From an optimization exercise on the open Yosys and OpenROAD flow, aimed at small area, a short achievable clock period and few clock cycles per item; shortcuts taken in it are not production practice.
The RTL was checked by simulation tests, not by an equivalence proof against the original design.

`config.mk`:
```
export PLATFORM = sky130hd
export DESIGN_NAME = twr_dist
export DESIGN_NICKNAME = twr_dist
export VERILOG_FILES = /design/flow/design.v
export SDC_FILE = /design/flow/constraint.sdc
export NUM_CORES = 4
export LEC_CHECK = 0
export CAP_MARGIN = 20
export CORE_MARGIN = 2
export CORE_UTILIZATION = 30
export PLACE_DENSITY = 0.45
export SLEW_MARGIN = 20
```
`constraint.sdc`:
```
create_clock -name core_clock -period 20.0 [get_ports {clk}]
set_input_delay 4.0000 -clock core_clock [delete_from_list [all_inputs] [get_ports {clk}]]
set_output_delay 4.0000 -clock core_clock [all_outputs]
set_load 0.01 [all_outputs]
```
`design.v`:
```
module twr_dist (
    input  wire        clk,
    input  wire        rst,
    input  wire        start,
    input  wire [39:0] ts_start_round1,
    input  wire [39:0] ts_start_reply1,
    input  wire [39:0] ts_end_reply1,
    input  wire [39:0] ts_end_round2,
    input  wire [39:0] ts_start_reply2,
    input  wire [39:0] ts_end_reply2,
    input  wire [31:0] cal,
    output wire        ready,
    output reg         done,
    output reg         degen,
    output reg  [63:0] distance
);
    localparam [27:0] K_NUM = 28'd149896229;
    localparam [16:0] L_DEN = 17'd121875;
    localparam [2:0] S_IDLE   = 3'd0,
                     S_MUL    = 3'd1,
                     S_SCALE  = 3'd2,
                     S_SUB    = 3'd3,
                     S_NORM   = 3'd4,
                     S_DIV    = 3'd5,
                     S_ROUND  = 3'd6;
    reg [2:0] state;
    reg [39:0] t_round1, t_reply1, t_reply2, t_round2;
    reg signed [31:0] cal_r;
    reg signed [81:0] n_r;
    reg        [41:0] d_r;
    reg signed [109:0] kn_r;
    reg signed [109:0] x_r;
    reg        [58:0]  b_r;
    reg         sign_r;
    reg         zero_r;
    reg  [58:0] bn_r;
    reg  [59:0] rem_r;
    reg  [53:0] dvd_r;
    reg  [54:0] q_r;
    reg  [5:0]  cnt_r;
    reg signed [8:0] exp_r;
    assign ready = (state == S_IDLE);
    wire [79:0] prod_round = t_round1 * t_round2;
    wire [79:0] prod_reply = t_reply1 * t_reply2;
    wire        [41:0] d_sum      = {2'b00, t_round1} + {2'b00, t_reply1}
                                  + {2'b00, t_round2} + {2'b00, t_reply2};
    wire        [58:0] b_val  = d_r * L_DEN;
    wire signed [109:0] kn    = n_r * $signed({1'b0, K_NUM});
    wire signed [109:0] cb4   = (cal_r * $signed({1'b0, b_r})) <<< 2;
    wire signed [109:0] x_val = kn_r - cb4;
    wire [108:0] m_abs = x_r[109] ? (~x_r[108:0] + 109'd1) : x_r[108:0];
    reg [6:0] lm;
    reg [5:0] lb;
    integer i;
    always @(*) begin
        lm = 7'd0;
        for (i = 0; i < 109; i = i + 1)
            if (m_abs[i]) lm = i[6:0];
        lb = 6'd0;
        for (i = 0; i < 59; i = i + 1)
            if (b_r[i]) lb = i[5:0];
    end
    wire [108:0] m_norm = m_abs << (7'd108 - lm);
    wire [58:0]  b_norm = b_r << (6'd58 - lb);
    wire        div_ge  = rem_r >= {1'b0, bn_r};
    wire [59:0] div_sub = div_ge ? (rem_r - {1'b0, bn_r}) : rem_r;
    wire        q_top   = q_r[54];
    wire [52:0] mant    = q_top ? q_r[54:2] : q_r[53:1];
    wire        guard   = q_top ? q_r[1]    : q_r[0];
    wire        sticky  = (q_top & q_r[0]) | (rem_r != 60'd0);
    wire        rnd_up  = guard & (sticky | mant[0]);
    wire [53:0] mant_r  = {1'b0, mant} + {53'd0, rnd_up};
    wire        mant_ov = mant_r[53];
    wire signed [10:0] e_unb = $signed({{2{exp_r[8]}}, exp_r})
                             - (q_top ? 11'sd0 : 11'sd1)
                             + (mant_ov ? 11'sd1 : 11'sd0);
    wire [10:0] e_bias  = e_unb + 11'sd1023;
    wire [51:0] frac    = mant_ov ? 52'd0 : mant_r[51:0];
    always @(posedge clk) begin
        if (rst) begin
            state <= S_IDLE;
            done  <= 1'b0;
            degen <= 1'b0;
            distance  <= 64'd0;
        end else begin
            done <= 1'b0;
            case (state)
                S_IDLE: begin
                    if (start) begin
                        t_round1 <= ts_start_reply2 - ts_start_round1;
                        t_reply1 <= ts_end_reply1   - ts_start_reply1;
                        t_reply2 <= ts_end_reply2   - ts_start_reply2;
                        t_round2 <= ts_end_round2   - ts_end_reply1;
                        cal_r    <= cal;
                        state    <= S_MUL;
                    end
                end
                S_MUL: begin
                    n_r   <= $signed({2'b00, prod_round}) - $signed({2'b00, prod_reply});
                    d_r   <= d_sum;
                    state <= S_SCALE;
                end
                S_SCALE: begin
                    kn_r <= kn;
                    b_r  <= b_val;
                    if (d_r == 42'd0) begin
                        done  <= 1'b1;
                        degen <= 1'b1;
                        distance  <= 64'd0;
                        state <= S_IDLE;
                    end else begin
                        state <= S_SUB;
                    end
                end
                S_SUB: begin
                    x_r   <= x_val;
                    state <= S_NORM;
                end
                S_NORM: begin
                    sign_r <= x_r[109];
                    zero_r <= (x_r == 110'd0);
                    exp_r  <= $signed({2'b00, lm}) - $signed({3'b000, lb}) - 9'sd18;
                    bn_r   <= b_norm;
                    rem_r  <= {1'b0, m_norm[108:50]};
                    dvd_r  <= {m_norm[49:0], 4'b0000};
                    q_r    <= 55'd0;
                    cnt_r  <= 6'd0;
                    state  <= S_DIV;
                end
                S_DIV: begin
                    q_r   <= {q_r[53:0], div_ge};
                    rem_r <= {div_sub[58:0], dvd_r[53]};
                    dvd_r <= {dvd_r[52:0], 1'b0};
                    cnt_r <= cnt_r + 6'd1;
                    if (cnt_r == 6'd54)
                        state <= S_ROUND;
                end
                S_ROUND: begin
                    degen <= 1'b0;
                    if (zero_r)
                        distance <= 64'd0;
                    else
                        distance <= {sign_r, e_bias, frac};
                    done  <= 1'b1;
                    state <= S_IDLE;
                end
                default: state <= S_IDLE;
            endcase
        end
    end
endmodule
```
`run.sh`:
```
#!/bin/bash
# synth_recipe.tcl (not shown) runs the flow's synth.tcl, then flattens the netlist and writes it again
# the make line also repeats each setting of config.mk as NAME=value (left out here)
make -C /OpenROAD-flow-scripts/flow DESIGN_CONFIG=/design/flow/config.mk WORK_HOME=/design/flow/orfs CLKGATE_MAP_FILE= SYNTH_SCRIPT=/design/flow/synth_recipe.tcl finish
```
==> run summary <==
Synth warn = 1
Die Width = 969 um
Compound-cell area share of the yosys netlist = 6.15%
Final Cell Area = 302,000 um2
Starting Density = 30.1%
Top_reg_cell synth = edfxtp_1
Slew @ Worst Pin = 1.15 ns
Core Region = 929,000 um2
Initial drt markers = 13,600
Largest net degree at the start of global routing = 172
Synth Area in Adders = 54.5%
Drc violations = 0
DR pass1 iterations = 6
Final Max Slew Viols = 0
I/O Pins = 342
DR vias = 204,000
Placed cell area = 297,000 um2
# fillers = 96,400
Reg area = 26,500 um2
Cell area after synthesis = 279,000 um2
Endpoint class of the critical path = flop
Grt total ovfl = 0
CP Launch Type = flop
First-pass GRT wire length = 1480 mm
CP required = 20.48 ns
Critical path peak fanout = 51
Period Utilization, post-route = 73.3%
Worst stage delay on the critical path = 0.87 ns
Hold Path Stages = 2
Post-CTS Resized = 0
Max H-tree Level = 4
CTS buffer count = 138
Die Y = 969 um
Sequential element share of the synthesized area = 9.47%
Initial antenna violation count = 88
Simple-gate area share of the yosys netlist = 13.5%
Cell taking the most area after synthesis = fa_1
Hold_ws = 0.454 ns
Final Net Count = 38,000
Mux cell area share after synthesis = 2.58%
Final setup violation count = 0
Worst skew pair latency = 0.89 ns
CP max stage cell = a2111oi_0
Area of the multi-input gates = 222,000 um2
Critical Path AT = 15.14 ns
Ys async rst share = 0%
Die ar. = 939,000 um2
Syn Nets = 38,500
Share of layout cells above drive strength 1 = 3.54%
Routed WL per cell = 23.8 um
R2R cell count = 53
Count of input and output buffers = 341
Final Hold Vio Count = 0
Outcome = timing/DRC/antenna clean
Most frequent cell on the critical path = fa_1
Yosys cell types = 110
Post-synth EDFFs = 835
Achievable frequency = 0.0682 GHz
FP Rows = 354
Reg clk slew, reported paths = 0.05 ns
RSZ-0062 raised after global routing = no
GRT Total Usage = 21.1%
Hold-fix buffers, CTS = 0
Vias in the first global route = 220,000
Synth cell count leaders = inv_1, fa_1, nand2_1
CTS max path bufs = 4
Top-area cell type share of the netlist area = 43.7%
Vias per inst = 4.89
TNS Setup = 0 ns
Setup Fix Bufs, Post-CTS = 0
Synth top area cells = fa_1, ha_1, inv_1, edfxtp_1, nand2_1
Syn_area_per_cell = 9.42 um2
Top-count cell post-synth = inv_1
Worst slew margin = 23.0%
CTS Root Cell = clkbuf_16
TritonCTS clock tree = done
HPWL after DPL = 801 mm
Final GP Congestion = 0.904
Skew final = 0.141 ns
Syn Inst Count = 29,700
Hold crit path type = reg2reg
P&R area growth vs syn = 8.04%
Antenna Nets Post-Route = 0
XOR/XNOR Fraction of Synth Area = 2.65%
Yosys reg bits = 904
Routed wire length = 991 mm
Max-cap violations = 0
Min Clock Period, post-route = 14.66 ns
Kind of critical path = reg2reg
Largest family of logic cells by synthesized area = adder cells
Sink Count = 904
[worst paths after layout]
| kind | start | to | slack, ns |
|---|---|---|---|
| setup reg to reg | cal_r[3] | x_r[108] | 5.34 |
| hold reg to reg | distance[47] | distance[47] | 0.45 |
| setup / recovery | cal_r[3] | x_r[108] | 5.34 |
| hold / removal | distance[47] | distance[47] | 0.45 |
[state kept, by name (all words and copies together), names as in the netlist]
signal    cells
distance     64
state         3
sign_r        1
kn_r        110
degen         1
rem_r        60
d_r          42
t_round2     40
t_reply2     40
t_round1     40
t_reply1     40
cal_r        32
exp_r         9
n_r          81
bn_r         59
b_r          59
zero_r        1
x_r         110
q_r          55
cnt_r         6
done          1
dvd_r        50
[area by class of cell]
type,count,area share [%]
diodes,27,0.0224
clock buffers,168,1.22
flip-flops and latches,904,8.77
clock inverters,80,0.319
repair buffers,863,2.49
well taps,12300,5.09
inverters,6829,8.49
multi-input cells,20500,73.6
[critical path: cells and delay by family, from the launching register on]
kind / cells / cell delay (ns)
buffers and inverters: 8 / 1.29
adder cells (fa/ha/maj): 10 / 4.23
flip-flops: 1 / 0.55
AO/OA/AOI/OAI: 25 / 6.26
XOR/XNOR: 1 / 0.29
AND/OR/NAND/NOR: 9 / 1.57
[routing by layer]
layer	track usage (%)	part of all wire (%)	vias up
li1	-	-	89500
met1	27.6	42	107000
met2	36.3	49	5468
met3	2.16	4.6	1195
met4	7.19	4.2	10
met5	0	0.0073	-
[cell usage in the layout (no fill, tap or decap), types with 143 or more instances in the layout]
cell / instances
nor3_1: 236
a21o_1: 269
ha_1: 2422
inv_1: 6825
clkbuf_16: 143
clkdlybuf4s50_1: 340
nor2_1: 801
xnor2_1: 534
nand2_1: 3894
nand2b_1: 176
a21oi_1: 720
edfxtp_1: 835
buf_4: 506
mux2i_1: 493
xor2_1: 295
fa_1: 6094
o21ai_0: 456
and2_1: 1867
nand3_1: 237
[kinds of logic (layout without fill, tap and decap cells)]
group,count (synthesis),in the layout
AOI/OAI and AO/OA,2599,2599
xor gates and xnor gates,846,846
and+or+nand+nor,7926,7926
adders and majority gates,8518,8518
muxes,614,614
DFF,904,904
other,0,27
buffers and inverters,8255,7940
[stage by stage]
step                      std cells  utilization (%)  setup slack [ns]
after floorplan               29700                -             0.871
after global placement        41400             32.0              5.37
after detailed placement      41400             32.0              5.51
after CTS                     41600             32.5              5.28
after global routing          41600             32.5              4.43
final                         41700             32.5              5.34
Testbench counts, summed over its fixed seeds: cycles 146,408, items 2,400.

## separate check: timing with driven ports
In the flow no input, the clock included, has a driving cell. The finished layout below was timed again as built, in two steps.
Step 1 sets driving cells, clkbuf_16 on the clock port and buf_2 on the other inputs (assumed; they add their load-dependent delay and slew).
Step 2 moves the port delays by t, midway between the first and last clock arrival at a register: inputs arrive t later, outputs are due t later. That takes back most of the time a late clock gives input paths.
a / b / c = ideal / step 1 / step 2; a / b = the first two.
t (ns): 0.932
slack for setup (ns): 5.339 / 5.339 / 5.339
worst setup path at the end: register to register
After both steps setup and hold are still met in this run. For this run, drivers alone change the setup slack by 0.000 ns; drivers and shift together by 0.000 ns.
